What follows belongs to an exercise in optimizing a design on an open flow for small area, a short achievable clock period and few clock cycles per item; a production flow would make more cautious choices.
At most, simulation tests tie the RTL to the original design; equivalence was not proved.
No functional check of the RTL was part of runs 1 and 2.
Power and IR drop assume default switching activity.

### design/flow/config.mk
export PLATFORM = sky130hd
export DESIGN_NAME = bpp_codec
export DESIGN_NICKNAME = bpp_codec
export VERILOG_FILES = /design/flow/design.v
export SDC_FILE = /design/flow/constraint.sdc
export NUM_CORES = 4
export LEC_CHECK = 0
export CAP_MARGIN = 20
export CORE_MARGIN = 2
export CORE_UTILIZATION = 40
export SLEW_MARGIN = 20
### design/flow/constraint.sdc
create_clock -name core_clock -period 11.0 [get_ports {clk}]
set_input_delay 2.2000 -clock core_clock [delete_from_list [all_inputs] [get_ports {clk}]]
set_output_delay 2.2000 -clock core_clock [all_outputs]
set_load 0.01 [all_outputs]
### design/flow/design.v
module bpp_codec (
    input  wire        clk,
    input  wire        rst,
    input  wire        cmd_valid,
    output wire        cmd_ready,
    input  wire        cmd_unpack,
    input  wire [1:0]  cmd_fam,
    input  wire [5:0]  cmd_bw,
    input  wire [31:0] cmd_init,
    input  wire        in_valid,
    output wire        in_ready,
    input  wire [31:0] in_data,
    output wire        out_valid,
    input  wire        out_ready,
    output wire [31:0] out_data,
    output reg         res_valid,
    output reg  [2:0]  res_err,
    output reg  [5:0]  res_bw,
    output reg  [31:0] res_seed,
    output reg  [7:0]  res_count,
    output reg  [5:0]  res_nrec
);
    localparam T_P = 2'd0;    
    localparam T_U = 2'd1;    
    localparam T_X = 2'd2;    
    function [31:0] lomask;   
        input [5:0] n;
        integer b;
        begin
            for (b = 0; b < 32; b = b + 1) lomask[b] = (b < n);
        end
    endfunction
    reg  [1023:0] ring;
    reg  [4:0]    ph;                  
    wire [31:0]   tap = ring[31:0];
    wire [4:0]    wa  = ph - 5'd1;     
    wire          l2_we;
    reg  [31:0]   l2_d;
    always @(posedge clk) begin
        ring[1023:992] <= ring[31:0];
        ring[991:960]  <= l2_we ? l2_d : ring[1023:992];
        ring[959:0]    <= ring[991:32];
    end
    always @(posedge clk) begin
        if (rst) ph <= 5'd0;
        else     ph <= ph + 5'd1;
    end
    reg [31:0] q0, q1, q2;
    reg [1:0]  qn;
    reg        in_rdy;
    reg        i_valid;
    reg        i_unpack;
    reg [1:0]  i_fam;
    reg [5:0]  i_bw;
    reg [31:0] i_init;
    reg [2:0]  i_err;
    reg [5:0]  i_pu;         
    reg        u_init_pend;  
    reg        cmd_rdy;
    reg        l_valid;
    reg        l_u;
    reg [1:0]  l_fam;
    reg [5:0]  l_bw;         
    reg [5:0]  l_pu;
    reg [5:0]  l_j;
    reg        l_first, l_last, l_done;    
    reg [4:0]  l_p;          
    reg [6:0]  l_need;       
    reg [31:0] v_r;
    reg        lb_valid, lb_first, lb_last, lb_u;
    reg [1:0]  lb_fam;
    reg [5:0]  lb_bw;
    reg [31:0] l_prev;       
    reg        l_subz;       
    reg [31:0] or_acc;
    reg        l_zero;
    reg        l2_valid, l2_first, l2_tag, l2_gap, l2_hit;
    reg [4:0]  l2_addr;
    reg [4:0]  l_base;
    reg        rn_valid;
    reg [1:0]  rn_type;
    reg [1:0]  rn_fam;
    reg [5:0]  rn_bw;
    reg        rn_bwv, rn_auto;
    reg [4:0]  rn_base;
    reg        e_valid;
    reg [1:0]  e_type;
    reg [1:0]  e_fam;
    reg [5:0]  e_bw;
    reg        e_bwv;
    reg        e_auto;
    reg [2:0]  e_err;
    reg [4:0]  e_addr;
    reg        e_hit;
    reg [5:0]  e_j;
    reg [4:0]  e_p;
    reg [4:0]  e_amt;
    reg        e_adv;        
    reg [31:0] acc;
    reg [31:0] seed_e;
    reg        o0_full, o0_tok, o0_last;
    reg [31:0] o0_d;
    reg        out_vld;
    reg [5:0]  rp_bw;
    reg [2:0]  rp_err;
    reg [31:0] rp_seed;
    reg [7:0]  rp_count;
    reg        rp_nrec;
    assign cmd_ready = cmd_rdy;
    wire cmd_fire = cmd_valid & cmd_rdy;
    wire [2:0] cmd_err = (cmd_bw > 6'd32) ? 3'd3 :
                         (cmd_unpack && cmd_bw == 6'd0) ? 3'd4 : 3'd0;
    wire own_l = (l_pu != 6'd0);
    wire own_i = ~own_l & (i_pu != 6'd0);
    assign in_ready = in_rdy;
    wire push = in_valid & in_rdy;
    wire q0v = (qn != 2'd0);
    wire q1v = qn[1];
    reg  live_r, okf_r;
    assign l2_we = l2_valid & ~live_r & (l2_first ? okf_r : l2_hit);
    wire lb_fire = lb_valid & (~l2_valid | l2_we) & (~lb_last | ~rn_valid);
    wire        l_span = (l_need > 7'd32);
    wire        l_adv  = l_need[5] | l_need[6];
    wire        l1_fire = l_valid & ~l_done & q0v & (~l_u | ~l_span | q1v) &
                          (~lb_valid | lb_fire);
    wire        q_pop  = l1_fire & (~l_u | l_adv);
    wire [47:0] fs1    = l_p[4] ? {q1, q0[31:16]}       : {q1[15:0], q0};
    wire [39:0] fs2    = l_p[3] ? fs1[47:8] : fs1[39:0];
    wire [35:0] fs3    = l_p[2] ? fs2[39:4] : fs2[35:0];
    wire [33:0] fs4    = l_p[1] ? fs3[35:2] : fs3[33:0];
    wire [31:0] fs5    = l_p[0] ? fs4[32:1] : fs4[31:0];
    wire [31:0] umask  = l_u ? lomask(l_bw) : 32'hFFFF_FFFF;
    wire [31:0] vm     = fs5 & umask;
    wire [31:0] v_nx   = (l_u & (l_fam == 2'd3)) ? {vm[0], vm[31:1] ^ {31{vm[0]}}} : vm;
    wire [31:0] psub   = (l_fam == 2'd0) ? 32'd0 :
                         (l_fam == 2'd1) ? 32'd1 :
                         (l_first ? q0 : v_r);
    wire [31:0] ubase  = (l_fam == 2'd0) ? 32'd0 :
                         (l_fam == 2'd1) ? 32'd1 : i_init;
    wire        famd_b = lb_fam[1];
    wire [32:0] add_s  = {1'b0, v_r} + {1'b0, l_prev};
    wire        lt     = ~add_s[32] & ~l_subz;       
    wire [31:0] tf     = (lb_fam == 2'd3) ? {add_s[30:0] ^ {31{lt}}, lt} : add_s[31:0];
    wire [31:0] wd     = lb_u ? add_s[31:0] : ((famd_b & lb_first) ? v_r : tf);
    wire        zero_fin = (lb_first ? 1'b0 : l_zero) | (~lb_u & (lb_fam == 2'd1) & (v_r == 32'd0));
    wire [31:0] sm1 = or_acc | {1'b0, or_acc[31:1]};
    wire [31:0] sm2 = sm1 | {2'b0, sm1[31:2]};
    wire [31:0] sm4 = sm2 | {4'b0, sm2[31:4]};
    wire [31:0] sm8 = sm4 | {8'b0, sm4[31:8]};
    wire [31:0] sm  = sm8 | {16'b0, sm8[31:16]};      
    wire [32:0] top = {1'b0, sm} & ~{2'b0, sm[31:1]};  
    reg  [5:0]  enc_bw;
    integer k;
    always @(*) begin
        enc_bw = {5'd0, ~sm[0]};
        for (k = 0; k < 32; k = k + 1)
            if (top[k]) enc_bw = enc_bw | (k[5:0] + 6'd1);
    end
    wire       e_first = (e_j == 6'd0);
    wire [5:0] bw_now = (e_auto & ~e_bwv) ? enc_bw : e_bw;
    wire [6:0] need   = e_first ? {1'b0, bw_now} : ({2'b00, e_p} + {1'b0, e_bw});
    wire       adv_first = (e_auto & ~e_bwv) ? or_acc[31] : e_bw[5];
    wire       adv    = e_first ? adv_first : e_adv;
    wire [6:0] need_nx = {2'b00, need[4:0]} + {1'b0, bw_now};
    wire o_consume = o0_full & ~res_valid & (o0_tok | out_ready);
    wire o_free    = ~o0_full | o_consume;
    wire r_out    = (e_type != T_P) | adv;           
    wire a_ok     = ~r_out | (o_free & ~(e_last & ((o0_full & o0_last) | res_valid)));
    wire a_fire_r = e_valid & (e_type != T_X) & e_hit & a_ok;
    wire a_fire_x = e_valid & (e_type == T_X) & a_ok;
    wire a_fire   = a_fire_r | a_fire_x;
    wire e_last   = (e_type == T_X) | (e_j == 6'd31);
    wire e_free   = ~e_valid | (a_fire & e_last);
    wire        raw0   = e_first & e_fam[1];
    wire [31:0] pmask  = (e_auto | raw0 | (e_type == T_U)) ? 32'hFFFF_FFFF : lomask(e_bw);
    wire [31:0] xa     = tap & pmask;
    wire [31:0] rr1    = e_amt[4] ? {xa[15:0], xa[31:16]} : xa;
    wire [31:0] rr2    = e_amt[3] ? {rr1[7:0], rr1[31:8]} : rr1;
    wire [31:0] rr3    = e_amt[2] ? {rr2[3:0], rr2[31:4]} : rr2;
    wire [31:0] rr4    = e_amt[1] ? {rr3[1:0], rr3[31:2]} : rr3;
    wire [31:0] rr5    = e_amt[0] ? {rr4[0], rr4[31:1]} : rr4;
    wire        ins   = a_fire & r_out;
    wire [31:0] rot   = rr5;
    wire [31:0] pc    = raw0 ? 32'd0 : rot;
    wire [31:0] lo_a  = lomask({1'b0, e_p});
    wire [31:0] wf    = (e_first ? 32'd0 : acc) | (pc & ~lo_a);
    wire [31:0] sp    = pc & lo_a;
    wire [31:0] bd    = (e_type == T_U) ? rot : wf;
    wire        b_tok = (e_type == T_X);
    wire o0_full_n = ins | (o0_full & ~o_consume);
    wire o0_tok_n  = ins ? b_tok : o0_tok;
    wire res_n     = o_consume & o0_last;
    assign out_valid = out_vld;
    assign out_data  = o0_d;
    wire l_last_fire = l1_fire & l_last;
    wire i_ok    = (i_err == 3'd0);
    wire i_to_l  = i_valid & i_ok & (~l_valid | l_done | l_last_fire);
    wire i_to_r  = i_valid & ~i_ok & ~l_valid & ~lb_valid & ~rn_valid & e_free;
    wire hand    = lb_fire & lb_last;                  
    wire [1:0] h_type = lb_u ? T_U : (zero_fin ? T_X : T_P);
    wire hand_r  = hand & e_free;                      
    wire hand_n  = hand & ~e_free;                     
    wire rn_to_r = rn_valid & e_free;
    wire e_load  = hand_r | rn_to_r | i_to_r;
    wire [4:0] base_n = rn_to_r ? rn_base : l_base;
    wire       e_valid_nx = e_load | (e_valid & ~(a_fire & e_last));
    wire [1:0] e_type_nx  = rn_to_r ? rn_type : hand_r ? h_type : i_to_r ? T_X : e_type;
    wire       l2_tag_nx  = lb_fire ? hand_r : (rn_to_r | l2_tag);
    wire       l2_gap_nx  = lb_fire ? (lb_u | (lb_bw == 6'd32)) : l2_gap;
    wire       live_nx    = e_valid_nx & (e_type_nx != T_X) & ~l2_tag_nx & ~a_fire_r;
    wire       okf_nx     = ~(l2_gap_nx & a_fire_r & e_first);
    wire [5:0] l_pu_n = l_pu - {5'd0, push & own_l};
    wire [5:0] i_pu_n = i_pu - {5'd0, push & own_i};
    wire       i_valid_n = cmd_fire | (i_valid & ~(i_to_l | i_to_r));
    wire [5:0] i_pu_nx   = cmd_fire ? ((cmd_err != 3'd0) ? 6'd0 : (cmd_unpack ? cmd_bw : 6'd32)) :
                           (i_to_l | i_to_r) ? 6'd0 : i_pu_n;
    wire [5:0] l_pu_nx   = i_to_l ? i_pu_n : l_pu_n;
    wire       uip_n     = (i_to_l & i_unpack) | (u_init_pend & ~(l1_fire & l_u & l_first));
    wire [1:0] qn_pop    = qn - {1'b0, q_pop};
    wire [1:0] qn_n      = qn_pop + {1'b0, push};
    wire       qn_full_n = ~q_pop & ((qn == 2'd3) | ((qn == 2'd2) & push));
    wire       l_nz_af   = (push & own_l) ? (|l_pu[5:1]) : (|l_pu);
    wire       i_nz_af   = (push & own_i) ? (|i_pu[5:1]) : (|i_pu);
    wire       l_nz_nx   = i_to_l ? i_nz_af : l_nz_af;
    wire       i_nz_nx   = cmd_fire ? ((cmd_err == 3'd0) & (~cmd_unpack | (cmd_bw != 6'd0))) :
                           (i_to_l | i_to_r) ? 1'b0 : i_nz_af;
    wire [31:0] q0_keep = q0v ? q0 : in_data;
    wire [31:0] q0_pop  = qn[1] ? q1 : in_data;
    wire [31:0] q1_keep = qn[1] ? q1 : in_data;
    wire [31:0] q1_pop  = (qn == 2'd3) ? q2 : in_data;
    wire        q2_hold = (qn == 2'd3);
    always @(posedge clk) begin
        q0 <= q_pop ? q0_pop : q0_keep;
        q1 <= q_pop ? q1_pop : q1_keep;
        q2 <= (q2_hold & ~q_pop) ? q2 : in_data;
        if (cmd_fire) begin
            i_unpack <= cmd_unpack;
            i_fam    <= cmd_fam;
            i_bw     <= cmd_bw;
            i_init   <= cmd_init;
            i_err    <= cmd_err;
        end
        if (i_to_l) begin
            l_u    <= i_unpack;
            l_fam  <= i_fam;
            l_bw   <= i_bw;
            l_p    <= 5'd0;
            l_need <= i_unpack ? {1'b0, i_bw} : 7'd0;
        end else if (l1_fire & l_u) begin
            l_p    <= l_need[4:0];
            l_need <= {2'b00, l_need[4:0]} + {1'b0, l_bw};
        end
        if (l1_fire) begin
            v_r      <= v_nx;
            lb_first <= l_first;
            lb_last  <= l_last;
            lb_u     <= l_u;
            lb_fam   <= l_fam;
            lb_bw    <= l_bw;
        end
        if (lb_fire) begin
            or_acc <= lb_first ? tf : (or_acc | tf);
            l_zero <= zero_fin;
            l2_d   <= wd;
            l2_first <= lb_first;
            l2_gap   <= lb_u | (lb_bw == 6'd32);
        end
        if (l1_fire & ~l_u) begin
            l_prev <= 32'd0 - psub;
            l_subz <= (psub == 32'd0);
        end
        else if (l1_fire & l_first)
            l_prev <= ubase;
        else if (lb_fire & lb_u & famd_b)
            l_prev <= add_s[31:0];
        if (l2_we) begin
            l2_addr <= ph;
            if (l2_first) l_base <= wa;
        end
        l2_hit <= l2_we | (ph == l2_addr);
        if (hand_n) begin
            rn_type <= h_type;
            rn_fam  <= lb_fam;
            rn_bw   <= lb_bw;
            rn_bwv  <= lb_u | (lb_bw != 6'd0);
            rn_auto <= ~lb_u & (lb_bw == 6'd0);
            rn_base <= l_base;
        end else if (rn_valid & ~rn_bwv) begin
            rn_bw   <= enc_bw;
            rn_bwv  <= 1'b1;
        end
        if (e_load) begin
            e_j   <= 6'd0;
            e_p   <= 5'd0;
            e_amt <= 5'd0;
            e_addr <= base_n;
            e_hit  <= (ph + 5'd1 == base_n);
        end else begin
            if (a_fire) begin
                e_j    <= e_j + 6'd1;
                e_addr <= e_addr + 5'd1;
                if (e_type == T_P) begin
                    e_p   <= need[4:0];
                    e_amt <= 5'd0 - need[4:0];
                    e_adv <= need_nx[5] | need_nx[6];
                end
            end
            e_hit <= a_fire_r | (ph + 5'd1 == e_addr);
        end
        if (rn_to_r) begin
            e_type <= rn_type;
            e_fam  <= rn_fam;
            e_bw   <= rn_bwv ? rn_bw : enc_bw;
            e_auto <= rn_auto;
            e_err  <= (rn_type == T_X) ? 3'd5 : 3'd0;
        end else if (hand_r) begin
            e_type <= h_type;
            e_fam  <= lb_fam;
            e_bw   <= lb_bw;
            e_auto <= ~lb_u & (lb_bw == 6'd0);
            e_err  <= (h_type == T_X) ? 3'd5 : 3'd0;
        end else if (i_to_r) begin
            e_type <= T_X;
            e_fam  <= i_fam;
            e_bw   <= 6'd0;
            e_auto <= 1'b0;
            e_err  <= i_err;
        end else if (e_valid & ~e_bwv) begin
            e_bw   <= enc_bw;
        end
        okf_r <= okf_nx;
        if (a_fire & (e_type == T_P)) begin
            acc <= adv ? sp : wf;
            if (e_first) seed_e <= e_fam[1] ? rot : 32'd0;
        end
        if (ins) begin
            o0_d    <= bd;
            o0_last <= e_last;
        end
        o0_tok <= o0_tok_n;
        if (ins & e_last) begin
            rp_bw    <= (e_type == T_X) ? 6'd0 : bw_now;
            rp_err   <= e_err;
            rp_seed  <= (e_type == T_P) ? seed_e : 32'd0;
            rp_count <= (e_type == T_X) ? 8'd0 :
                        ((e_type == T_U) && (e_fam == 2'd2)) ? 8'd32 : {bw_now, 2'b00};
            rp_nrec  <= (e_type == T_U) && e_fam[0];
        end
    end
    always @(posedge clk) begin
        if (rst) begin
            qn          <= 2'd0;
            in_rdy      <= 1'b0;
            i_valid     <= 1'b0;
            i_pu        <= 6'd0;
            u_init_pend <= 1'b0;
            cmd_rdy     <= 1'b0;
            l_valid     <= 1'b0;
            l_pu        <= 6'd0;
            l_j         <= 6'd0;
            l_first     <= 1'b1;
            l_last      <= 1'b0;
            l_done      <= 1'b0;
            lb_valid    <= 1'b0;
            l2_valid    <= 1'b0;
            l2_tag      <= 1'b0;
            rn_valid    <= 1'b0;
            live_r      <= 1'b0;
            e_valid     <= 1'b0;
            e_bwv       <= 1'b0;
            o0_full     <= 1'b0;
            out_vld     <= 1'b0;
            res_valid   <= 1'b0;
        end else begin
            qn      <= qn_n;
            in_rdy  <= ~qn_full_n & (l_nz_nx | i_nz_nx);
            i_valid     <= i_valid_n;
            i_pu        <= i_pu_nx;
            u_init_pend <= uip_n;
            cmd_rdy     <= ~i_valid_n & ~uip_n;
            l_pu <= l_pu_nx;
            if (i_to_l) begin
                l_valid <= 1'b1;
                l_j     <= 6'd0;
                l_first <= 1'b1;
                l_last  <= 1'b0;
                l_done  <= 1'b0;
            end else begin
                if (l1_fire) begin
                    l_j     <= l_j + 6'd1;
                    l_first <= 1'b0;
                    l_last  <= (l_j == 6'd30);
                    l_done  <= l_last;
                end
                if (l_last_fire | l_done)
                    l_valid <= 1'b0;
            end
            if (l1_fire)
                lb_valid <= 1'b1;
            else if (lb_fire)
                lb_valid <= 1'b0;
            if (lb_fire)
                l2_valid <= 1'b1;
            else if (l2_we)
                l2_valid <= 1'b0;
            if (lb_fire)
                l2_tag <= hand_r;
            else if (rn_to_r)
                l2_tag <= 1'b1;
            live_r <= live_nx;
            if (hand_n)
                rn_valid <= 1'b1;
            else if (rn_to_r)
                rn_valid <= 1'b0;
            if (e_load) begin
                e_valid <= 1'b1;
                e_bwv   <= hand_r ? (lb_u | (lb_bw != 6'd0)) : 1'b1;
            end else begin
                if (a_fire & e_last)
                    e_valid <= 1'b0;
                if (e_valid)
                    e_bwv <= 1'b1;
            end
            o0_full   <= o0_full_n;
            res_valid <= res_n;
            out_vld   <= o0_full_n & ~o0_tok_n & ~res_n;
        end
    end
    always @(*) begin
        res_err   = rp_err;
        res_bw    = rp_bw;
        res_seed  = rp_seed;
        res_count = rp_count;
        res_nrec  = {rp_nrec, 5'd0};
    end
endmodule
### design/flow/flow/run.sh
#!/bin/bash
set -euo pipefail
export BUFFER_PORTS_ARGS="-buffer_cell sky130_fd_sc_hd__buf_4"
export SETUP_SLACK_MARGIN=7.0
bash standard.sh > flow_make.log 2>&1
### design/flow/standard.sh
#!/bin/bash
# synth_recipe.tcl (not shown) runs the flow's synth.tcl, then flattens the netlist and writes it again
# the make line also repeats each setting of config.mk as NAME=value (left out here)
make -C /OpenROAD-flow-scripts/flow DESIGN_CONFIG=/design/flow/config.mk WORK_HOME=/design/flow/orfs CLKGATE_MAP_FILE= SYNTH_SCRIPT=/design/flow/synth_recipe.tcl "${@:-finish}"
==> flow_summary_export.csv, run 1 <==
group,metric,value,unit
drt,antenna_left,0,
global_route,grt_pass1_wl,193000,um
sta,clock_skew,0.0813,ns
critical_path,rr_endpoint,"acc[14]",
drt,wl_per_cell,20.0,um
placement,portBuffers,161,
critical_path,slowest_delay,0.46,ns
critical_path,cp_common_cell,"nand2_2",
critical_path,arrival,4.59,ns
floorplan,die_area,0.138,mm^2
synth,ys.flop_type,"dfxtp_1",
clock_tree,cts.sinks,1580,
clock_tree,cts_buffers,154,
critical_path,cp_cell_sequence,"buf_4 -> or2_2 -> o211ai_1 -> a22oi_2 -> nand2_2 -> a21oi_4 -> nand2_2 -> or3_1 -> or4_1 -> o311ai_1",
synth,synth-edff-count,454,
sta,final_max_slew_viol_count,0,
global_route,track_usage,18.2,%
drt,finalWirelength,127000,um
sta,finalCritPeriodShare,35.4,%
drt,drc,0,
drt,vias_per_cell,5.21,
sta,tightestPinTransition,1.07,ns
critical_path,required,11.70,ns
finish,stdcell_area,0.0628,mm^2
drt,dr.pass1.iters,6,
power,irDropWorstVdd,135,uV
critical_path,critPathMaxFanout,12,
sta,period_needed,3.89,ns
critical_path,crit_path_start,"out_ready",
floorplan,start_util,40.4,%
global_route,grt_max_degree,85,
clock_tree,cts_tree,"yes",
clock_tree,cts_root_buf,"clkbuf_16",
global_route,grt_pass1_vias,31893,
placement,dp_hpwl,87900,um
clock_tree,ctsHtreeMaxLevel,4,
sta,hold-worst-slack,0.278,ns
critical_path,end_kind,"register",
placement,placed_area,0.0571,mm^2
synth,seq_area_frac_synth,66.9,%
finish,final_cell_mix,"1,121 x dfxtp_1, 454 x edfxtp_1, 361 x nand2_1",
synth,netlist_area,0.0541,mm^2
clock_tree,clockBufferDepth,3,
finish,drive_gt1_share,16.2,%
floorplan,io_pins,169,
global_route,antenna_found_initial,5,
placement,finalWeightedCongestion,0.880,
sta,hold_viol,0,
synth,synth_cell_type_count,90,
sta,relSlewSlack,28.9,%
critical_path,slowest_stage,"or3_1",
placement,post-place-ws,5.81,ns
clock_tree,clk_pin_slew_worst_paths,0.06,ns
critical_path,critical_path.startpoint_type,"input port",
flow_run,drv_cap,0,
critical_path,path_class,"in2reg",
power,leakage,23.7,nW
synth,synth-async-reset-ratio,0,%
critical_path,r2r_setup_slack,7.13,ns
synth,synth_area_per_cell,12.6,um^2
floorplan,die_w,372,um
critical_path,reg2reg_from,"e_j[5]",
worst_hold_path,hold_class,"reg2reg",
finish,final_net_count,4595,
run_status,status,"complete, no violations",
sta,layout_setup_ws,7.11,ns
drt,drt_iter0_drc,2853,
critical_path,cp-endpoint,"e_amt[3]",
sta,setup_viol,0,
global_route,overflow,0,
sta,rsz0062_at_grt,"true",
drt,vias,33110,
synth,synth_seq_cells,1580,
floorplan,core,0.134,mm^2
power,p_per_area,205,mW/mm^2
finish,syn2layout_area_growth,16.0,%
synth,synthesis.instances,4292,
sta,tns,0,ns
finish,post-route-util,46.9,%
finish,mostFrequentLayoutCell,"dfxtp_1",
clock_tree,cts_hold_buf,0,
floorplan,num_rows,134,
floorplan,die_height,372,um
clock_tree,clk_latency,0.81,ns
sta,fmax,0.257,GHz
critical_path,reg2reg_depth,9,
synth,yosys_warnings,1,
[metrics by stage]
| stage | total power [mW] | std cells |
|---|---|---|
| finish | 12.9 | 6350 |
| global route | 13.4 | 6349 |
| CTS | 13.0 | 6338 |
| detailed placement | 7.68 | 6051 |
| global placement | 7.67 | 6051 |
| floorplan | 7.28 | 4298 |
[cells in the mapped netlist (all sizes together) (26+ instances only)]
cell type | number | share of area (%)
xor2 | 82 | 1.3
nand3 | 82 | 0.76
nand2 | 363 | 2.5
a21o | 31 | 0.43
and3 | 29 | 0.34
a211oi | 33 | 0.46
a21oi | 155 | 1.5
o31ai | 32 | 0.45
mux2i | 117 | 2.2
mux2 | 118 | 2.5
o21ai | 207 | 1.9
nor2b | 46 | 0.53
nor2 | 284 | 2.0
a22o | 33 | 0.53
xnor2 | 105 | 1.7
o22ai | 56 | 0.65
buf | 62 | 0.56
inv | 75 | 0.52
mux4 | 63 | 2.6
ha | 60 | 1.4
edfxtp | 454 | 25
a31oi | 35 | 0.40
clkbuf | 161 | 1.1
dfxtp | 1126 | 42
nor3 | 37 | 0.36
a22oi | 27 | 0.37
and2 | 80 | 0.92
a32o | 26 | 0.48
[where the power goes]
part | switching [mW] | internal (mW)
Combinational | 0.803 | 0.527
Clock | 2.27 | 3.00
Sequential | 0.127 | 6.13
Total | 3.20 | 9.66
[layout make-up]
| type | instances | area, um^2 |
|---|---|---|
| fillers | 11942 | 71000 |
| flip-flops and latches | 1580 | 36200 |
| multi-input cells | 2416 | 17100 |
| clock buffers | 228 | 4440 |
| well taps | 1768 | 2210 |
| repair buffers | 220 | 1690 |
| clock inverters | 55 | 805 |
| inverters | 81 | 329 |
| repair inverters | 1 | 5.00 |
| diodes | 1 | 2.50 |
[flip-flops by register name (all words and copies together), names as in the netlist, 7 cells and up]
name     cells
or_acc      31
rp_seed     32
q0          32
q2          32
o0_d        32
acc         32
seed_e      32
i_init      32
l_need       7
l2_d        32
ring      1024
v_r         32
l_prev      32
q1          32
[metal layers]
| layer | vias up | global-route usage, % | wire length (um) |
|---|---|---|---|
| met3 | 240 | 3.40 | 7760 |
| li1 | 15727 | - | - |
| met1 | 16066 | 25.0 | 57200 |
| met4 | 2 | 6.13 | 3520 |
| met2 | 1075 | 29.0 | 58400 |
| met5 | - | 0 | 10 |
[critical path: cells and delay by family]
kind                   cells  cell delay (ns)
and+or+nand+nor            5             1.39
buffers and inverters      1             0.08
AOI/OAI and AO/OA          4             0.92
[kinds of logic after synthesis]
group,count (synthesis),synth area share [%]
AOI/OAI and AO/OA,834,10.4
xor gates and xnor gates,187,3.03
adders and majority gates,63,1.50
buffers and inverters,304,2.24
DFF,1580,66.9
muxes,298,7.27
other,1,0.00693
and+or+nand+nor,1025,8.73
[repair_timing]
| item | in CTS | in global routing |
|---|---|---|
| endpoints found under the hold margin | 0 | 0 |
| gates resized for setup | 17 | 38 |
| buffers inserted | 2 | 9 |
| cloned | 2 | 1 |
| endpoints found under the setup margin | 239 | 227 |
| pin swaps | 3 | 3 |
[how the worst min path moves through the flow]
| stage | start | end | slack (ns) | cells after the start |
|---|---|---|---|---|
| 6_report | ring[671] | ring[639] | 0.28 | 0 |
| 3_3_place_gp | ring[562] | ring[530] | 0.31 | 0 |
| 5_1_grt | ring[747] | ring[715] | 0.28 | 0 |
| 4_1_cts | ring[389] | ring[357] | 0.27 | 0 |
| 3_5_place_dp | ring[78] | ring[46] | 0.31 | 0 |
| 2_1_floorplan | ring[32] | ring[0] | 0.31 | 0 |
==> run 2: changes to the inputs <==
==> design/flow/flow/run.sh (replaced) <==
#!/bin/bash
set -euo pipefail
export BUFFER_PORTS_ARGS="-buffer_cell sky130_fd_sc_hd__buf_4"
export SETUP_SLACK_MARGIN=7.6
bash standard.sh > flow_make.log 2>&1
==> flow_summary_export.csv, run 2 <==
group,metric,value,unit
run_status,status,"complete, no violations",
synth,netlist_area,0.0541,mm^2
floorplan,start_util,40.4,%
placement,finalWeightedCongestion,0.871,
sta,hold_viol,0,
critical_path,slowest_delay,0.59,ns
drt,vias_per_cell,5.25,
clock_tree,cts_buffers,156,
drt,finalWirelength,134000,um
global_route,track_usage,19.0,%
global_route,overflow,0,
power,p_comb_share,12.3,%
synth,synthesis.instances,4292,
synth,synth-async-reset-ratio,0,%
critical_path,cp_cell_sequence,"buf_12 -> or4_1 -> or4_4 -> o21a_1 -> mux4_2 -> nor2_4 -> a21oi_4 -> mux4_2 -> a32o_1",
synth,synth_top_area_share,41.7,%
finish,stdcell_area,0.0675,mm^2
global_route,grt_pass1_vias,32943,
clock_tree,clk_latency,0.79,ns
finish,final_cell_mix,"1,111 x dfxtp_1, 454 x edfxtp_1, 352 x nand2_1",
finish,largest_register_ffs,1024,
critical_path,path_depth,9,
placement,placed_area,0.0572,mm^2
finish,mostFrequentLayoutCell,"dfxtp_1",
clock_tree,cts_tree,"yes",
worst_hold_path,hold_depth,0,
critical_path,required,11.53,ns
sta,relSlewSlack,5.70,%
power,p_clk_share,40.7,%
global_route,antenna_found_initial,5,
sta,setup_viol,0,
finish,largest-register,"ring",
synth,yosys_warnings,1,
sta,finalCritPeriodShare,33.1,%
floorplan,die_w,372,um
clock_tree,cts_root_buf,"clkbuf_16",
clock_tree,ctsHtreeMaxLevel,4,
drt,drt_iter0_drc,2471,
synth,yosysTopAreaCell,"dfxtp_1",
floorplan,die_height,372,um
floorplan,die_area,0.138,mm^2
finish,fillerInstances,11473,
power,leakage,25.3,nW
critical_path,path_delay_family,"simple AND/OR/NAND/NOR gates",
critical_path,cp_common_cell,"mux4_2",
synth,synthSimpleGateAreaFrac,8.73,%
power,seq_power_share,47.1,%
drt,drc,0,
power,p_per_area,197,mW/mm^2
critical_path,end_kind,"register",
drt,dr.pass1.iters,6,
critical_path,path_class,"reg2reg",
critical_path,reg2reg_depth,9,
finish,drive_gt1_share,25.2,%
synth,synth_compound_area_share,10.4,%
drt,antenna_left,0,
clock_tree,cts.sinks,1580,
power,power.internal,9.93,mW
floorplan,core,0.134,mm^2
sta,tightestPinTransition,1.40,ns
power,irDropWorstVdd,148,uV
sta,clock_skew,0.0682,ns
clock_tree,clockBufferDepth,3,
synth,seq_area_frac_synth,66.9,%
placement,dp_hpwl,87700,um
synth,synth_xor_area_share,3.03,%
critical_path,critPathMaxFanout,4,
synth,synth_top_family_by_area,"compound AO/OA/AOI/OAI gates",
synth,synth-edff-count,454,
synth,synth_cell_type_count,90,
sta,hold-worst-slack,0.273,ns
finish,post-route-util,50.4,%
clock_tree,clk_pin_slew_worst_paths,0.06,ns
floorplan,num_rows,134,
synth,ys.flop_type,"dfxtp_1",
drt,vias,34416,
critical_path,slowest_stage,"mux4_2",
synth,synthMuxAreaShare,7.27,%
synth,synth_common_cells,"1,126 x dfxtp_1, 454 x edfxtp_1, 363 x nand2_1, 284 x nor2_1, 190 x o21ai_0",
power,power_switching,3.37,mW
sta,fmax,0.274,GHz
placement,post-place-ws,5.80,ns
flow_run,drv_cap,0,
floorplan,io_pins,169,
synth,synth_seq_cells,1580,
power,sw_frac_of_total,25.4,%
placement,portBuffers,161,
sta,period_needed,3.64,ns
sta,rsz0062_at_grt,"true",
critical_path,cp_num_buf_inv,1,
critical_path,critical_path.startpoint_type,"register",
synth,synth_fa_ha_area_share,1.50,%
synth,synth_area_per_cell,12.6,um^2
global_route,grt_pass1_wl,201000,um
critical_path,arrival,4.17,ns
finish,syn2layout_area_growth,24.7,%
synth,yosysMostFrequentCell,"dfxtp_1",
sta,final_max_slew_viol_count,0,
worst_hold_path,hold_class,"reg2reg",
synth,ys_top_cells_by_area,"dfxtp_1 42%, edfxtp_1 25%, mux4_2 2.6%, nand2_1 2.5%, mux2_2 2.5%",
sta,tns,0,ns
clock_tree,cts_hold_buf,0,
finish,final_net_count,4796,
drt,wl_per_cell,20.5,um
sta,layout_setup_ws,7.36,ns
global_route,grt_max_degree,85,
run 2: changes by cell type in the layout (fill, tap and decap cells not counted), sizes merged, moves of 2 or more:
cell,delta
bufinv,+3
and3,+5
buf,+184
clkbuf,-12
clkinvlp,-2
inv,-2
clkinv,+21
bufbuf,+4
run 2: metrics by stage:
stage	total power, mW	cells
after floorplan	7.28	4298
after global placement	7.66	6051
after detailed placement	7.68	6051
after CTS	13.3	6468
after global routing	13.8	6552
final	13.3	6553
run 2: power by group through the flow:
stage	Combinational (mW)	Clock [mW]	Sequential (mW)
6_report	1.63	5.41	6.26
5_1_grt	1.76	5.78	6.27
4_1_cts	1.49	5.54	6.26
3_5_place_dp	1.30	0	6.38
3_3_place_gp	1.28	0	6.38
2_1_floorplan	0.964	0	6.31
run 2: cell type report:
type | count | area, um^2 | area share, %
repair buffers | 409 | 4020 | 5.96
well taps | 1768 | 2210 | 3.28
clock buffers | 215 | 4460 | 6.61
inverters | 81 | 364 | 0.539
multi-input cells | 2423 | 19200 | 28.5
repair inverters | 4 | 32.5 | 0.0482
flip-flops and latches | 1580 | 36200 | 53.6
clock inverters | 72 | 970 | 1.44
diodes | 1 | 2.50 | 0.00371
run 2: worst paths after layout:
kind | end | start | slack [ns]
max | acc[8] | e_bw[5] | 7.36
min | ring[467] | ring[499] | 0.27
max reg2reg | acc[8] | e_bw[5] | 7.36
min reg2reg | ring[467] | ring[499] | 0.27
run 2: cell families (layout without fill, tap and decap cells):
family,Yosys count,in the layout
other,1,8
AND/OR/NAND/NOR,1025,1034
adder cells (fa/ha/maj),63,63
multiplexers,298,298
AO/OA/AOI/OAI,834,834
XOR/XNOR,187,187
flip-flops,1580,1580
buffers and inverters,304,781
run 2: repair_timing:
| item | in CTS | in global routing |
|---|---|---|
| cloned | 18 | 6 |
| pin swaps | 48 | 111 |
| endpoints found under the setup margin | 584 | 488 |
| buffers inserted | 112 | 78 |
| gates resized for setup | 332 | 300 |
run 2: routing by layer:
layer | track usage (%) | part of all wire, % | vias to the layer above
met5 | 0 | 0 | -
met4 | 6.65 | 3.3 | 0
met3 | 3.46 | 6.0 | 273
met2 | 30.5 | 47 | 1193
met1 | 25.7 | 44 | 16792
li1 | - | - | 16158
==> run 3: changes to the inputs <==
--- a/design/flow/design.v
+++ b/design/flow/design.v
@@ -45,7 +45,7 @@
         if (rst) ph <= 5'd0;
         else     ph <= ph + 5'd1;
     end
-    reg [31:0] q0, q1, q2;
+    reg [31:0] q0, q1;
     reg [1:0]  qn;
     reg        in_rdy;
     reg        i_valid;
@@ -97,13 +97,14 @@
     reg [4:0]  e_amt;
     reg        e_adv;        
     reg [31:0] acc;
-    reg [31:0] seed_e;
+    reg [31:0] seed_e;       
+    reg        seed_cap;
     reg        o0_full, o0_tok, o0_last;
     reg [31:0] o0_d;
     reg        out_vld;
     reg [5:0]  rp_bw;
     reg [2:0]  rp_err;
-    reg [31:0] rp_seed;
+    reg        rp_seedv;
     reg [7:0]  rp_count;
     reg        rp_nrec;
     assign cmd_ready = cmd_rdy;
@@ -119,8 +120,7 @@
     reg  live_r, okf_r;
     assign l2_we = l2_valid & ~live_r & (l2_first ? okf_r : l2_hit);
     wire lb_fire = lb_valid & (~l2_valid | l2_we) & (~lb_last | ~rn_valid);
-    wire        l_span = (l_need > 7'd32);
-    wire        l_adv  = l_need[5] | l_need[6];
+    reg         l_span, l_adv;    
     wire        l1_fire = l_valid & ~l_done & q0v & (~l_u | ~l_span | q1v) &
                           (~lb_valid | lb_fire);
     wire        q_pop  = l1_fire & (~l_u | l_adv);
@@ -165,7 +165,8 @@
     wire o_consume = o0_full & ~res_valid & (o0_tok | out_ready);
     wire o_free    = ~o0_full | o_consume;
     wire r_out    = (e_type != T_P) | adv;           
-    wire a_ok     = ~r_out | (o_free & ~(e_last & ((o0_full & o0_last) | res_valid)));
+    wire a_ok     = (~r_out | (o_free & ~(e_last & ((o0_full & o0_last) | res_valid)))) &
+                    ~((e_type == T_P) & e_first & o0_full & o0_last & ~o_consume);
     wire a_fire_r = e_valid & (e_type != T_X) & e_hit & a_ok;
     wire a_fire_x = e_valid & (e_type == T_X) & a_ok;
     wire a_fire   = a_fire_r | a_fire_x;
@@ -218,7 +219,25 @@
     wire       uip_n     = (i_to_l & i_unpack) | (u_init_pend & ~(l1_fire & l_u & l_first));
     wire [1:0] qn_pop    = qn - {1'b0, q_pop};
     wire [1:0] qn_n      = qn_pop + {1'b0, push};
-    wire       qn_full_n = ~q_pop & ((qn == 2'd3) | ((qn == 2'd2) & push));
+    wire       l_valid_nx  = i_to_l | (l_valid & ~(l_last_fire | l_done));
+    wire       l_done_nx   = ~i_to_l & (l1_fire ? l_last : l_done);
+    wire       l_u_nx      = i_to_l ? i_unpack : l_u;
+    wire [6:0] l_need_nx   = i_to_l ? (i_unpack ? {1'b0, i_bw} : 7'd0) :
+                             (l1_fire & l_u) ? ({2'b00, l_need[4:0]} + {1'b0, l_bw}) : l_need;
+    wire       l_span_nx   = (l_need_nx > 7'd32);
+    wire       l_adv_nx    = l_need_nx[5] | l_need_nx[6];
+    wire       lb_valid_nx = l1_fire | (lb_valid & ~lb_fire);
+    wire       lb_last_nx  = l1_fire ? l_last : lb_last;
+    wire       rn_valid_nx = hand_n | (rn_valid & ~rn_to_r);
+    wire       l2_valid_nx = lb_fire | (l2_valid & ~l2_we);
+    wire       l2_first_nx = lb_fire ? lb_first : l2_first;
+    wire       l2_hit_nx   = l2_we | (ph == l2_addr);
+    wire       l2_we_nx    = l2_valid_nx & ~live_nx & (l2_first_nx ? okf_nx : l2_hit_nx);
+    wire       lb_fire_nx  = lb_valid_nx & (~l2_valid_nx | l2_we_nx) & (~lb_last_nx | ~rn_valid_nx);
+    wire       l1_fire_nx  = l_valid_nx & ~l_done_nx & (qn_n != 2'd0) &
+                             (~l_u_nx | ~l_span_nx | qn_n[1]) & (~lb_valid_nx | lb_fire_nx);
+    wire       q_pop_nx    = l1_fire_nx & (~l_u_nx | l_adv_nx);
+    wire       q_room_nx   = ~qn_n[1] | q_pop_nx;
     wire       l_nz_af   = (push & own_l) ? (|l_pu[5:1]) : (|l_pu);
     wire       i_nz_af   = (push & own_i) ? (|i_pu[5:1]) : (|i_pu);
     wire       l_nz_nx   = i_to_l ? i_nz_af : l_nz_af;
@@ -226,13 +245,9 @@
                            (i_to_l | i_to_r) ? 1'b0 : i_nz_af;
     wire [31:0] q0_keep = q0v ? q0 : in_data;
     wire [31:0] q0_pop  = qn[1] ? q1 : in_data;
-    wire [31:0] q1_keep = qn[1] ? q1 : in_data;
-    wire [31:0] q1_pop  = (qn == 2'd3) ? q2 : in_data;
-    wire        q2_hold = (qn == 2'd3);
     always @(posedge clk) begin
         q0 <= q_pop ? q0_pop : q0_keep;
-        q1 <= q_pop ? q1_pop : q1_keep;
-        q2 <= (q2_hold & ~q_pop) ? q2 : in_data;
+        q1 <= (qn[1] & ~q_pop) ? q1 : in_data;
         if (cmd_fire) begin
             i_unpack <= cmd_unpack;
             i_fam    <= cmd_fam;
@@ -329,9 +344,10 @@
             e_bw   <= enc_bw;
         end
         okf_r <= okf_nx;
+        seed_cap <= a_fire_r & (e_type == T_P) & e_first & e_fam[1];
+        if (seed_cap) seed_e <= ring[1023:992];
         if (a_fire & (e_type == T_P)) begin
             acc <= adv ? sp : wf;
-            if (e_first) seed_e <= e_fam[1] ? rot : 32'd0;
         end
         if (ins) begin
             o0_d    <= bd;
@@ -341,7 +357,7 @@
         if (ins & e_last) begin
             rp_bw    <= (e_type == T_X) ? 6'd0 : bw_now;
             rp_err   <= e_err;
-            rp_seed  <= (e_type == T_P) ? seed_e : 32'd0;
+            rp_seedv <= (e_type == T_P) & e_fam[1];
             rp_count <= (e_type == T_X) ? 8'd0 :
                         ((e_type == T_U) && (e_fam == 2'd2)) ? 8'd32 : {bw_now, 2'b00};
             rp_nrec  <= (e_type == T_U) && e_fam[0];
@@ -350,6 +366,8 @@
     always @(posedge clk) begin
         if (rst) begin
             qn          <= 2'd0;
+            l_span      <= 1'b0;
+            l_adv       <= 1'b0;
             in_rdy      <= 1'b0;
             i_valid     <= 1'b0;
             i_pu        <= 6'd0;
@@ -373,7 +391,9 @@
             res_valid   <= 1'b0;
         end else begin
             qn      <= qn_n;
-            in_rdy  <= ~qn_full_n & (l_nz_nx | i_nz_nx);
+            in_rdy  <= q_room_nx & (l_nz_nx | i_nz_nx);
+            l_span  <= l_span_nx;
+            l_adv   <= l_adv_nx;
             i_valid     <= i_valid_n;
             i_pu        <= i_pu_nx;
             u_init_pend <= uip_n;
@@ -429,7 +449,7 @@
     always @(*) begin
         res_err   = rp_err;
         res_bw    = rp_bw;
-        res_seed  = rp_seed;
+        res_seed  = rp_seedv ? seed_e : 32'd0;
         res_count = rp_count;
         res_nrec  = {rp_nrec, 5'd0};
     end
==> design/flow/flow/run.sh (replaced) <==
#!/bin/bash
set -euo pipefail
export BUFFER_PORTS_ARGS="-buffer_cell sky130_fd_sc_hd__buf_4"
export SETUP_SLACK_MARGIN=7.2
bash standard.sh > flow_make.log 2>&1
--- a/design/flow/config.mk
+++ b/design/flow/config.mk
@@ -7,5 +7,9 @@
 export LEC_CHECK = 0
 export CAP_MARGIN = 20
 export CORE_MARGIN = 2
-export CORE_UTILIZATION = 40
+export CORE_UTILIZATION = 55
+export CTS_BUF_LIST = sky130_fd_sc_hd__clkbuf_16
+export CTS_CLUSTER_DIAMETER = 80
+export CTS_CLUSTER_SIZE = 25
+export PLACE_DENSITY = 0.7
 export SLEW_MARGIN = 20
==> flow_summary_export.csv, run 3 <==
group,metric,value,unit
clock_tree,cts.sinks,1520,
critical_path,slowest_delay,0.43,ns
finish,multi_input_area,0.0164,mm^2
floorplan,core,0.0933,mm^2
global_route,track_usage,23.5,%
finish,fillerInstances,7368,
synth,synth-edff-count,413,
finish,stdcell_area,0.0573,mm^2
sta,rsz0062_at_grt,"true",
synth,synth_common_cells,"1,107 x dfxtp_1, 413 x edfxtp_1, 351 x nand2_1, 231 x nor2_1, 189 x o21ai_0",
drt,vias,31404,
sta,period_needed,4.00,ns
placement,post-place-ws,6.17,ns
finish,post-route-util,61.4,%
placement,placed_area,0.0541,mm^2
placement,dp_hpwl,80100,um
floorplan,start_util,55.4,%
clock_tree,ctsHtreeMaxLevel,3,
placement,placedCellCount,5330,
clock_tree,cts_buffers,75,
sta,hold_viol,0,
drt,wl_per_cell,21.0,um
floorplan,num_rows,112,
sta,finalCritPeriodShare,36.3,%
drt,vias_per_cell,5.70,
sta,clock_skew,0.0307,ns
power,irDropWorstVdd,160,uV
global_route,grt_pass1_wl,177000,um
synth,yosysTopAreaCell,"dfxtp_1",
drt,dr.pass1.iters,6,
floorplan,die_w,311,um
drt,antenna_left,0,
sta,layout_setup_ws,7.00,ns
critical_path,path_class,"reg2out",
power,p_per_area,177,mW/mm^2
critical_path,required,8.80,ns
sta,tightestPinTransition,1.14,ns
synth,synth_area_per_cell,12.7,um^2
clock_tree,cts_root_buf,"clkbuf_16",
clock_tree,clk_latency,0.68,ns
critical_path,critical_path.startpoint_type,"register",
clock_tree,cts_tree,"yes",
synth,synth_cell_type_count,102,
floorplan,io_pins,169,
placement,finalWeightedCongestion,0.940,
synth,netlist_area,0.0517,mm^2
critical_path,critPathMaxFanout,8,
sta,hold-worst-slack,0.315,ns
power,finalPower,10.2,mW
synth,ys_top_cells_by_area,"dfxtp_1 43%, edfxtp_1 24%, mux2_2 2.6%, nand2_1 2.5%, mux4_2 2.4%",
run_status,status,"complete, no violations",
finish,layout.cells.non_filler,5508,
synth,seq_area_frac_synth,66.8,%
finish,syn2layout_area_growth,10.7,%
sta,fmax,0.250,GHz
floorplan,die_area,0.0965,mm^2
sta,relSlewSlack,23.8,%
synth,synthesis.instances,4084,
global_route,grt_pass1_vias,29698,
sta,final_max_slew_viol_count,0,
critical_path,cp_cell_sequence,"buf_8 -> buf_12 -> buf_16 -> and2_4 -> buf_6",
clock_tree,clk_pin_slew_worst_paths,0.09,ns
synth,yosys_warnings,1,
finish,final_cell_mix,"1,101 x dfxtp_1, 413 x edfxtp_1, 349 x nand2_1",
finish,largest-register,"ring",
synth,synth_top_area_share,42.8,%
sta,setup_viol,0,
drt,drt_iter0_drc,3360,
drt,drc,0,
sta,tns,0,ns
global_route,antenna_found_initial,1,
placement,portBuffers,161,
global_route,grt_max_degree,75,
floorplan,die_height,311,um
finish,regArea,0.0346,mm^2
synth,ys.flop_type,"dfxtp_1",
critical_path,end_kind,"output port",
synth,synth-async-reset-ratio,0,%
finish,final_net_count,4344,
clock_tree,clockBufferDepth,3,
worst_hold_path,hold_class,"reg2reg",
synth,synth_seq_cells,1520,
finish,largest_register_ffs,1024,
finish,mostFrequentLayoutCell,"dfxtp_1",
power,leakage,21.9,nW
finish,drive_gt1_share,15.7,%
critical_path,path_delay_family,"buffers and inverters",
critical_path,arrival,1.80,ns
critical_path,cp_num_buf_inv,4,
drt,finalWirelength,116000,um
critical_path,slowest_stage,"edfxtp_1",
synth,yosysMostFrequentCell,"dfxtp_1",
flow_run,drv_cap,0,
global_route,overflow,0,
run 3: worst paths after layout:
path	cells after the start	slack, ns	end	from
worst max-delay path	5	7.00	res_seed[12]	rp_seedv
worst min-delay path	0	0.32	ring[85]	ring[117]
worst min register to register	0	0.32	ring[85]	ring[117]
worst max register to register	10	7.22	l2_d[28]	v_r[11]
run 3: cell type report:
class | instances | share of cell area [%]
inverter | 87 | 0.596
tap | 1254 | 2.74
antenna | 2 | 0.00874
clock buffer | 75 | 3.28
multi-input combinational | 2268 | 28.6
timing repair buffer | 251 | 3.69
clock inverter | 51 | 0.701
sequential | 1520 | 60.3
run 3: cells by family (layout without fill, tap and decap cells):
family,after synthesis,after routing,synth area share (%)
and+or+nand+nor,909,910,8.08
DFF,1520,1520,66.8
buffers and inverters,303,464,2.42
xor gates and xnor gates,187,187,3.17
muxes,284,284,7.21
adders and majority gates,63,63,1.57
other,1,9,0.00725
AOI/OAI and AO/OA,817,817,10.7
run 3: report_power, final:
group          switching [mW]  internal (mW)
Sequential              0.109           5.87
Clock                    1.75           1.31
Combinational           0.677          0.443
Total                    2.53           7.62
run 3: what timing repair did:
action                                  4_1_cts  5_1_grt
hold endpoints to repair                      0        0
gates cloned                                  3        0
hold buffers                                  0        0
setup buffers                                14       33
endpoints found under the setup margin      256      184
resized for setup                           101       33
pin swaps                                     7        8
run 3: worst reg2reg max path, cell delays in order (launching register included):
cell	delay, ns
edfxtp_1	0.62
ha_1	0.49
and4_1	0.24
nor3b_1	0.43
o2111ai_2	0.27
a31oi_1	0.34
a21o_1	0.23
nor2_1	0.08
xnor2_2	0.32
xor2_1	0.24
a31oi_2	0.20
run 3: metal layers:
metal	share of wire (%)	global-route usage (%)
met1	43	32.8
met3	6.8	3.57
met4	4.1	9.54
met2	46	37.1
met5	0	0
Testbench counts of run 3, summed over its fixed seeds: cycles 34,232, blocks 1,024.
==> run 4: changes to the inputs <==
--- a/design/flow/config.mk
+++ b/design/flow/config.mk
@@ -7,9 +7,8 @@
 export LEC_CHECK = 0
 export CAP_MARGIN = 20
 export CORE_MARGIN = 2
-export CORE_UTILIZATION = 55
+export CORE_UTILIZATION = 40
 export CTS_BUF_LIST = sky130_fd_sc_hd__clkbuf_16
 export CTS_CLUSTER_DIAMETER = 80
 export CTS_CLUSTER_SIZE = 25
-export PLACE_DENSITY = 0.7
 export SLEW_MARGIN = 20
==> flow_summary_export.csv, run 4 <==
group,metric,value,unit
global_route,grt_pass1_vias,28708,
sta,fmax,0.256,GHz
synth,synth_xor_area_share,3.17,%
synth,yosys_warnings,1,
sta,clock_skew,0.0566,ns
critical_path,path_delay_family,"flip-flops",
global_route,antenna_found_initial,2,
synth,seq_area_frac_synth,66.8,%
drt,vias_per_cell,5.12,
synth,synth_seq_cells,1520,
floorplan,io_pins,169,
sta,hold_viol,0,
synth,synthSimpleGateAreaFrac,8.08,%
global_route,grt_pass1_wl,177000,um
worst_hold_path,hold_class,"reg2reg",
synth,synth_top_family_by_area,"compound AO/OA/AOI/OAI gates",
critical_path,cp_cell_sequence,"buf_12 -> and2_1 -> buf_4",
synth,netlist_area,0.0517,mm^2
power,p_per_area,179,mW/mm^2
synth,synth_common_cells,"1,107 x dfxtp_1, 413 x edfxtp_1, 351 x nand2_1, 231 x nor2_1, 189 x o21ai_0",
clock_tree,clockBufferDepth,3,
finish,largest_register_ffs,1024,
floorplan,core,0.128,mm^2
critical_path,required,8.80,ns
synth,yosysTopAreaCell,"dfxtp_1",
clock_tree,ctsHtreeMaxLevel,3,
clock_tree,clk_latency,0.74,ns
power,leakage,21.8,nW
finish,mostFrequentLayoutCell,"dfxtp_1",
synth,synth_cell_type_count,102,
floorplan,start_util,40.4,%
finish,largest-register,"ring",
placement,finalWeightedCongestion,0.914,
clock_tree,cts.sinks,1520,
critical_path,arrival,1.71,ns
sta,setup_viol,0,
sta,relSlewSlack,26.4,%
placement,dp_hpwl,83400,um
critical_path,slowest_stage,"edfxtp_1",
global_route,overflow,0,
placement,post-place-ws,5.99,ns
synth,synth-async-reset-ratio,0,%
global_route,grt_max_degree,67,
sta,rsz0062_at_grt,"true",
synth,synth_compound_area_share,10.7,%
critical_path,cp_num_buf_inv,2,
floorplan,die_w,364,um
sta,tns,0,ns
placement,portBuffers,161,
drt,drt_iter0_drc,2583,
finish,post-route-util,45.2,%
synth,yosysMostFrequentCell,"dfxtp_1",
synth,ys_top_cells_by_area,"dfxtp_1 43%, edfxtp_1 24%, mux2_2 2.6%, nand2_1 2.5%, mux4_2 2.4%",
floorplan,num_rows,131,
run_status,status,"complete, no violations",
drt,antenna_left,0,
finish,final_net_count,4332,
power,irDropWorstVdd,127,uV
global_route,track_usage,17.5,%
sta,finalCritPeriodShare,35.5,%
finish,final_cell_mix,"1,100 x dfxtp_1, 413 x edfxtp_1, 346 x nand2_1",
synth,synth_area_per_cell,12.7,um^2
synth,synth-edff-count,413,
clock_tree,cts_buffers,80,
synth,ys.flop_type,"dfxtp_1",
power,finalPower,10.4,mW
drt,wl_per_cell,19.7,um
synth,synth_fa_ha_area_share,1.57,%
clock_tree,cts_tree,"yes",
drt,finalWirelength,118000,um
floorplan,die_height,364,um
critical_path,slowest_delay,0.42,ns
drt,dr.pass1.iters,5,
clock_tree,clk_pin_slew_worst_paths,0.10,ns
sta,period_needed,3.91,ns
finish,drive_gt1_share,14.9,%
flow_run,drv_cap,0,
drt,vias,30609,
clock_tree,cts_root_buf,"clkbuf_16",
synth,synth_top_area_share,42.8,%
drt,drc,0,
finish,syn2layout_area_growth,11.8,%
sta,tightestPinTransition,1.09,ns
synth,synthMuxAreaShare,7.21,%
sta,final_max_slew_viol_count,0,
critical_path,critical_path.startpoint_type,"register",
synth,synthesis.instances,4084,
critical_path,critPathMaxFanout,32,
critical_path,path_class,"reg2out",
sta,layout_setup_ws,7.09,ns
critical_path,end_kind,"output port",
floorplan,die_area,0.132,mm^2
run 4: where the power goes:
group	switching, mW	internal [mW]	total (mW)
clock	1.87	1.41	3.28
sequential	0.110	5.87	5.98
combinational	0.671	0.440	1.11
run 4: layout make-up:
type                            count  area [um^2]
Inverter                           87          340
Antenna cell                        2         5.00
Clock buffer                       80         2000
Timing Repair inverter              1         7.51
Timing Repair Buffer              232         1820
Multi-Input combinational cell   2269        16400
Clock inverter                     53          564
Fill cell                       11557        70200
Sequential cell                  1520        34600
Tap cell                         1729         2160
run 4: path summary, 6_finish.rpt:
| check | start | slack, ns | to | cells after the start |
|---|---|---|---|---|
| worst min-delay path | ring[409] | 0.30 | ring[377] | 0 |
| worst max register to register | e_type[1] | 7.29 | o0_d[30] | 10 |
| worst max-delay path | rp_seedv | 7.09 | res_seed[4] | 3 |
| worst min register to register | ring[409] | 0.30 | ring[377] | 0 |
run 4: per-layer routing:
metal / vias to the layer above / global-route usage (%) / wire, um
met3: 185 / 2.68 / 6520
li1: 14797 / - / -
met2: 863 / 27.3 / 53100
met1: 14764 / 24.5 / 54000
met4: 0 / 6.54 / 4210
met5: - / 0 / 0
run 4: repair_timing:
action,CTS,global route
hold buffers,0,0
pin swaps,3,18
gates resized for setup,24,52
hold endpoints to repair,0,0
gates cloned,2,1
setup buffers,6,19
setup endpoints to repair,193,168
run 4: kinds of logic (layout without fill, tap and decap cells):
group | after synthesis | in the layout
muxes | 284 | 284
DFF | 1520 | 1520
other | 1 | 9
AOI/OAI and AO/OA | 817 | 818
adders and majority gates | 63 | 63
and+or+nand+nor | 909 | 910
xor gates and xnor gates | 187 | 187
buffers and inverters | 303 | 453
run 4: through the flow:
step                      hold slack [ns]  cells  area [um^2]
after detailed placement            0.312   5810        54700
after global placement              0.310   5809        54700
final                               0.303   5973        57800
after floorplan                     0.310   4090        51900
after global routing                0.316   5971        57800
after CTS                           0.307   5951        57500
==> run 5: changes to the inputs <==
==> design/flow/flow/run.sh (replaced) <==
#!/bin/bash
set -euo pipefail
export BUFFER_PORTS_ARGS="-buffer_cell sky130_fd_sc_hd__buf_4"
export SETUP_SLACK_MARGIN=7.35
bash standard.sh > flow_make.log 2>&1
==> flow_summary_export.csv, run 5 <==
group,metric,value,unit
run_status,status,"complete, no violations",
finish,final_net_count,4355,
worst_hold_path,hold_class,"reg2reg",
global_route,track_usage,17.6,%
power,leakage,21.9,nW
sta,tns,0,ns
synth,synth_top_area_share,42.8,%
clock_tree,clk_latency,0.74,ns
global_route,antenna_found_initial,3,
drt,wl_per_cell,19.8,um
synth,synth_area_per_cell,12.7,um^2
floorplan,core,0.128,mm^2
synth,synth-edff-count,413,
power,power_switching,2.70,mW
placement,finalWeightedCongestion,0.915,
clock_tree,cts.sinks,1520,
power,seq_power_share,57.0,%
power,irDropWorstVdd,122,uV
finish,post-route-util,45.5,%
sta,tightestPinTransition,1.22,ns
sta,rsz0062_at_grt,"true",
floorplan,die_area,0.132,mm^2
critical_path,arrival,1.70,ns
finish,fillerInstances,11510,
finish,largest_register_ffs,1024,
drt,vias_per_cell,5.15,
power,p_clk_share,32.2,%
placement,dp_hpwl,84400,um
sta,fmax,0.256,GHz
clock_tree,cts_buffers,83,
critical_path,end_kind,"output port",
floorplan,die_height,364,um
critical_path,path_class,"reg2out",
critical_path,critPathMaxFanout,33,
sta,final_max_slew_viol_count,0,
floorplan,start_util,40.4,%
power,finalPower,10.5,mW
sta,hold-worst-slack,0.316,ns
sta,period_needed,3.90,ns
drt,vias,30873,
synth,synth_common_cells,"1,107 x dfxtp_1, 413 x edfxtp_1, 351 x nand2_1, 231 x nor2_1, 189 x o21ai_0",
synth,yosys_warnings,1,
drt,finalWirelength,119000,um
finish,layout.cells.non_filler,6000,
critical_path,required,8.80,ns
floorplan,io_pins,169,
synth,yosysMostFrequentCell,"dfxtp_1",
critical_path,critical_path.startpoint_type,"register",
synth,synth_seq_cells,1520,
sta,relSlewSlack,18.0,%
synth,yosysTopAreaCell,"dfxtp_1",
clock_tree,ctsHtreeMaxLevel,3,
synth,synthesis.instances,4084,
power,p_comb_share,10.8,%
sta,finalCritPeriodShare,35.5,%
clock_tree,cts_tree,"yes",
synth,ys_top_cells_by_area,"dfxtp_1 43%, edfxtp_1 24%, mux2_2 2.6%, nand2_1 2.5%, mux4_2 2.4%",
clock_tree,clk_pin_slew_worst_paths,0.09,ns
power,p_per_area,180,mW/mm^2
clock_tree,clockBufferDepth,3,
synth,ys.flop_type,"dfxtp_1",
placement,placedCellCount,5814,
global_route,overflow,0,
drt,drc,0,
sta,clock_skew,0.0638,ns
finish,syn2layout_area_growth,12.6,%
synth,synth-async-reset-ratio,0,%
synth,netlist_area,0.0517,mm^2
sta,hold_viol,0,
finish,largest-register,"ring",
flow_run,drv_cap,0,
clock_tree,cts_root_buf,"clkbuf_16",
finish,drive_gt1_share,15.7,%
drt,drt_iter0_drc,2492,
placement,portBuffers,161,
drt,dr.pass1.iters,6,
power,power.internal,7.79,mW
floorplan,num_rows,131,
floorplan,die_w,364,um
global_route,grt_pass1_wl,178000,um
power,sw_frac_of_total,25.7,%
sta,setup_viol,0,
finish,final_cell_mix,"1,099 x dfxtp_1, 413 x edfxtp_1, 345 x nand2_1",
drt,antenna_left,0,
synth,seq_area_frac_synth,66.8,%
finish,mostFrequentLayoutCell,"dfxtp_1",
synth,synth_cell_type_count,102,
global_route,grt_max_degree,66,
global_route,grt_pass1_vias,29322,
==> run 5: changes by cell type in the layout (fill, tap and decap cells not counted), sizes merged, moves of 3 or more <==
cell / before / now
buf: 231 / 249
clkbuf: 81 / 84
clkinv: 14 / 20
clkinvlp: 4 / 8
inv: 123 / 118
==> run 5: final cells by class <==
type                       count  area (um^2)  area share (%)
antenna                        1         2.50         0.00430
clock buffer                  83         2080            3.57
clock inverter                58          666            1.14
inverter                      87          344           0.591
multi-input combinational   2270        16400            28.2
sequential                  1520        34600            59.4
tap                         1729         2160            3.72
timing repair buffer         250         1940            3.33
timing repair inverter         2         15.0          0.0258
==> run 5: worst paths after layout <==
check	cells past startpoint	from	slack, ns	end
min reg2reg	0	ring[130]	0.32	ring[98]
min	0	ring[130]	0.32	ring[98]
max reg2reg	10	e_j[2]	7.42	acc[15]
max	3	rp_seedv	7.10	res_seed[10]
==> run 5: cells by family (layout without fill, tap and decap cells) <==
family	count (synthesis)	in the layout	synth area share, %
flops	1520	1520	66.8
xor+xnor	187	187	3.17
compound gates	817	819	10.7
other cells	1	8	0.00725
mux	284	284	7.21
buf+inv	303	480	2.42
fa+ha+maj	63	63	1.57
simple gates	909	910	8.08
==> run 5: power by group through the flow <==
| stage | Combinational (mW) | Clock [mW] | Sequential, mW |
|---|---|---|---|
| finish | 1.14 | 3.37 | 5.98 |
| global placement | 1.07 | 0 | 6.11 |
| floorplan | 0.802 | 0 | 6.05 |
| CTS | 1.10 | 3.49 | 5.98 |
| detailed placement | 1.08 | 0 | 6.11 |
| global route | 1.25 | 3.69 | 5.99 |
==> run 5: critical path: stages, from the launching register on <==
cell	delay, ns
edfxtp_1	0.42
buf_12	0.19
and2_1	0.19
buf_4	0.15
==> run 5: through the flow <==
stage	setup WS [ns]	cell area (um^2)
5_1_grt	7.00	58200
3_5_place_dp	5.96	54800
6_report	7.10	58200
3_3_place_gp	5.94	54800
2_1_floorplan	6.95	52000
4_1_cts	7.01	57800
==> run 5: layer usage <==
layer	part of all wire, %	up-vias	GRT usage (%)
met3	5.1	191	2.61
met4	4.0	0	6.76
met2	45	856	27.9
li1	-	14875	-
met5	0	-	0
met1	46	14951	24.3
==> run 5: timing repair <==
| item | CTS | global route |
|---|---|---|
| buffers inserted | 13 | 26 |
| resized for setup | 35 | 51 |
| endpoints found under the setup margin | 340 | 311 |
| hold buffers | 0 | 0 |
| pin swaps | 8 | 10 |
| gates cloned | 3 | 2 |
==> run 6: changes to the inputs <==
==> design/flow/flow/run.sh (replaced) <==
#!/bin/bash
set -euo pipefail
export BUFFER_PORTS_ARGS="-buffer_cell sky130_fd_sc_hd__buf_4"
export SETUP_SLACK_MARGIN=7.0
bash standard.sh > flow_make.log 2>&1
--- a/design/flow/config.mk
+++ b/design/flow/config.mk
@@ -10,5 +10,5 @@
 export CORE_UTILIZATION = 40
 export CTS_BUF_LIST = sky130_fd_sc_hd__clkbuf_16
 export CTS_CLUSTER_DIAMETER = 80
-export CTS_CLUSTER_SIZE = 25
+export CTS_CLUSTER_SIZE = 30
 export SLEW_MARGIN = 20
==> flow_summary_export.csv, run 6 <==
group,metric,value,unit
clock_tree,clk_latency,0.70,ns
global_route,grt_max_degree,75,
critical_path,slowest_delay,0.44,ns
finish,largest-register,"ring",
floorplan,start_util,40.4,%
finish,syn2layout_area_growth,10.7,%
clock_tree,clk_pin_slew_worst_paths,0.10,ns
drt,vias,30688,
drt,wl_per_cell,19.5,um
placement,placedCellCount,5810,
critical_path,arrival,4.71,ns
critical_path,slowest_stage,"o211ai_1",
floorplan,num_rows,131,
sta,setup_viol,0,
finish,largest_register_ffs,1024,
sta,clock_skew,0.0360,ns
run_status,status,"complete, no violations",
power,leakage,21.5,nW
finish,drive_gt1_share,13.6,%
critical_path,end_kind,"register",
critical_path,critPathMaxFanout,11,
drt,dr.pass1.iters,6,
critical_path,critical_path.startpoint_type,"input port",
critical_path,cp_common_cell,"a21oi_1",
floorplan,core,0.128,mm^2
synth,synth_seq_cells,1520,
clock_tree,cts_buffers,72,
synth,yosysTopAreaCell,"dfxtp_1",
floorplan,die_height,364,um
floorplan,die_area,0.132,mm^2
global_route,track_usage,17.1,%
sta,finalCritPeriodShare,37.2,%
drt,finalWirelength,116000,um
synth,synth_common_cells,"1,107 x dfxtp_1, 413 x edfxtp_1, 351 x nand2_1, 231 x nor2_1, 189 x o21ai_0",
floorplan,io_pins,169,
floorplan,die_w,364,um
synth,ys.flop_type,"dfxtp_1",
clock_tree,clockBufferDepth,3,
sta,final_max_slew_viol_count,0,
finish,stdcell_area,0.0573,mm^2
global_route,grt_pass1_vias,28837,
power,irDropWorstVdd,152,uV
placement,placed_area,0.0547,mm^2
worst_hold_path,hold_class,"reg2reg",
synth,synth-edff-count,413,
synth,synth_area_per_cell,12.7,um^2
sta,hold-worst-slack,0.314,ns
global_route,overflow,0,
worst_hold_path,hold_depth,0,
finish,final_cell_mix,"1,101 x dfxtp_1, 413 x edfxtp_1, 350 x nand2_1",
critical_path,path_depth,10,
global_route,antenna_found_initial,6,
sta,tns,0,ns
critical_path,path_class,"in2reg",
critical_path,path_delay_family,"compound AO/OA/AOI/OAI gates",
sta,period_needed,4.10,ns
clock_tree,cts_root_buf,"clkbuf_16",
drt,antenna_left,0,
clock_tree,ctsHtreeMaxLevel,3,
synth,synth_top_area_share,42.8,%
sta,rsz0062_at_grt,"true",
drt,vias_per_cell,5.17,
synth,yosysMostFrequentCell,"dfxtp_1",
clock_tree,cts_hold_buf,0,
clock_tree,cts_tree,"yes",
synth,synth_cell_type_count,102,
placement,portBuffers,161,
synth,ys_top_cells_by_area,"dfxtp_1 43%, edfxtp_1 24%, mux2_2 2.6%, nand2_1 2.5%, mux4_2 2.4%",
finish,mostFrequentLayoutCell,"dfxtp_1",
global_route,grt_pass1_wl,175000,um
critical_path,required,11.62,ns
critical_path,cp_num_buf_inv,1,
synth,seq_area_frac_synth,66.8,%
sta,hold_viol,0,
drt,drt_iter0_drc,2816,
critical_path,cp_cell_sequence,"buf_4 -> o21bai_4 -> a211oi_1 -> a2bb2oi_2 -> o211ai_1 -> a21oi_1 -> a32o_1 -> o31ai_1 -> o311ai_0 -> a21oi_1",
synth,synth-async-reset-ratio,0,%
power,p_per_area,179,mW/mm^2
sta,relSlewSlack,27.0,%
finish,final_net_count,4301,
placement,dp_hpwl,82900,um
flow_run,drv_cap,0,
finish,fillerInstances,11638,
power,finalPower,10.2,mW
finish,layout.cells.non_filler,5940,
synth,synthesis.instances,4084,
synth,netlist_area,0.0517,mm^2
critical_path,reg2reg_depth,10,
clock_tree,cts.sinks,1520,
synth,yosys_warnings,1,
critical_path,r2r_setup_slack,7.21,ns
drt,drc,0,
sta,tightestPinTransition,1.09,ns
sta,fmax,0.244,GHz
placement,finalWeightedCongestion,0.902,
run 6: cell count changes in the layout (fill, tap and decap cells not counted), sizes merged, moves of 4 or more:
cell	delta
buf	-40
clkbuf	-11
clkinvlp	-5
diode	+4
inv	-6
run 6: stage by stage:
step	setup slack, ns	util, %
after global placement	6.15	42.7
after floorplan	6.95	-
after global routing	6.77	44.7
final	6.90	44.7
after CTS	6.94	44.6
after detailed placement	6.16	42.7
run 6: what timing repair did:
item,in CTS,in global routing
setup endpoints to repair,13,173
setup buffers,0,1
pin swaps,0,1
resized for setup,3,16
gates cloned,0,2
run 6: final timing paths:
path,startpoint,end
hold reg to reg,ring[410],ring[378]
setup / recovery,out_ready,in_rdy
setup reg to reg,e_type[1],o0_d[28]
hold / removal,ring[410],ring[378]
run 6: kinds of logic after synthesis:
logic type / synth area share, %
fa+ha+maj: 1.57
mux: 7.21
other cells: 0.00725
simple gates: 8.08
flops: 66.8
xor+xnor: 3.17
buf+inv: 2.42
compound gates: 10.7
run 6: power by group:
part / internal [mW] / switching (mW)
sequential: 5.87 / 0.109
combinational: 0.425 / 0.662
clock: 1.31 / 1.86
total: 7.60 / 2.64
run 6: metal layers:
| metal | vias to the layer above | global-route usage (%) | wire, um |
|---|---|---|---|
| li1 | 14738 | - | - |
| met2 | 892 | 27.2 | 52300 |
| met1 | 14878 | 23.8 | 52800 |
| met5 | - | 0 | 0 |
| met4 | 0 | 6.09 | 4010 |
| met3 | 180 | 2.61 | 6510 |
run 6: cell type report:
| type | count | area, um^2 | area share, % |
|---|---|---|---|
| Clock inverter | 48 | 629 | 1.10 |
| Tap cell | 1729 | 2160 | 3.78 |
| Antenna cell | 5 | 12.5 | 0.0218 |
| Timing Repair inverter | 1 | 7.51 | 0.0131 |
| Clock buffer | 72 | 1800 | 3.15 |
| Inverter | 87 | 337 | 0.588 |
| Timing Repair Buffer | 210 | 1650 | 2.87 |
| Sequential cell | 1520 | 34600 | 60.4 |
| Multi-Input combinational cell | 2268 | 16100 | 28.1 |

==> port drivers added, routing unchanged <==
How much do the figures lean on ideal ports? The routed layouts below were timed once more, with nothing changed but the port constraints.
Step 1 assumes that a clkbuf_16 drives the clock port and a buf_2 every other input.
Step 2 also shifts input and output timing later by t, the mid clock arrival at the registers, as if the neighbouring blocks saw the same clock.
Three values: ideal ports, drivers, drivers and shift; two values: the first two.
run	shift t [ns]	slack for setup (ns)
run 1	0.845	7.106 / 7.113 / 6.268
run 2	0.850	7.355 / 7.301 / 6.625
run 3	0.726	7.004 / 6.938 / 6.599
run 4	0.788	7.094 / 7.022 / 6.473
run 5	0.782	7.097 / 7.021 / 6.432
run 6	0.750	6.905 / 6.953 / 6.203
After both steps every run listed still meets setup and hold.
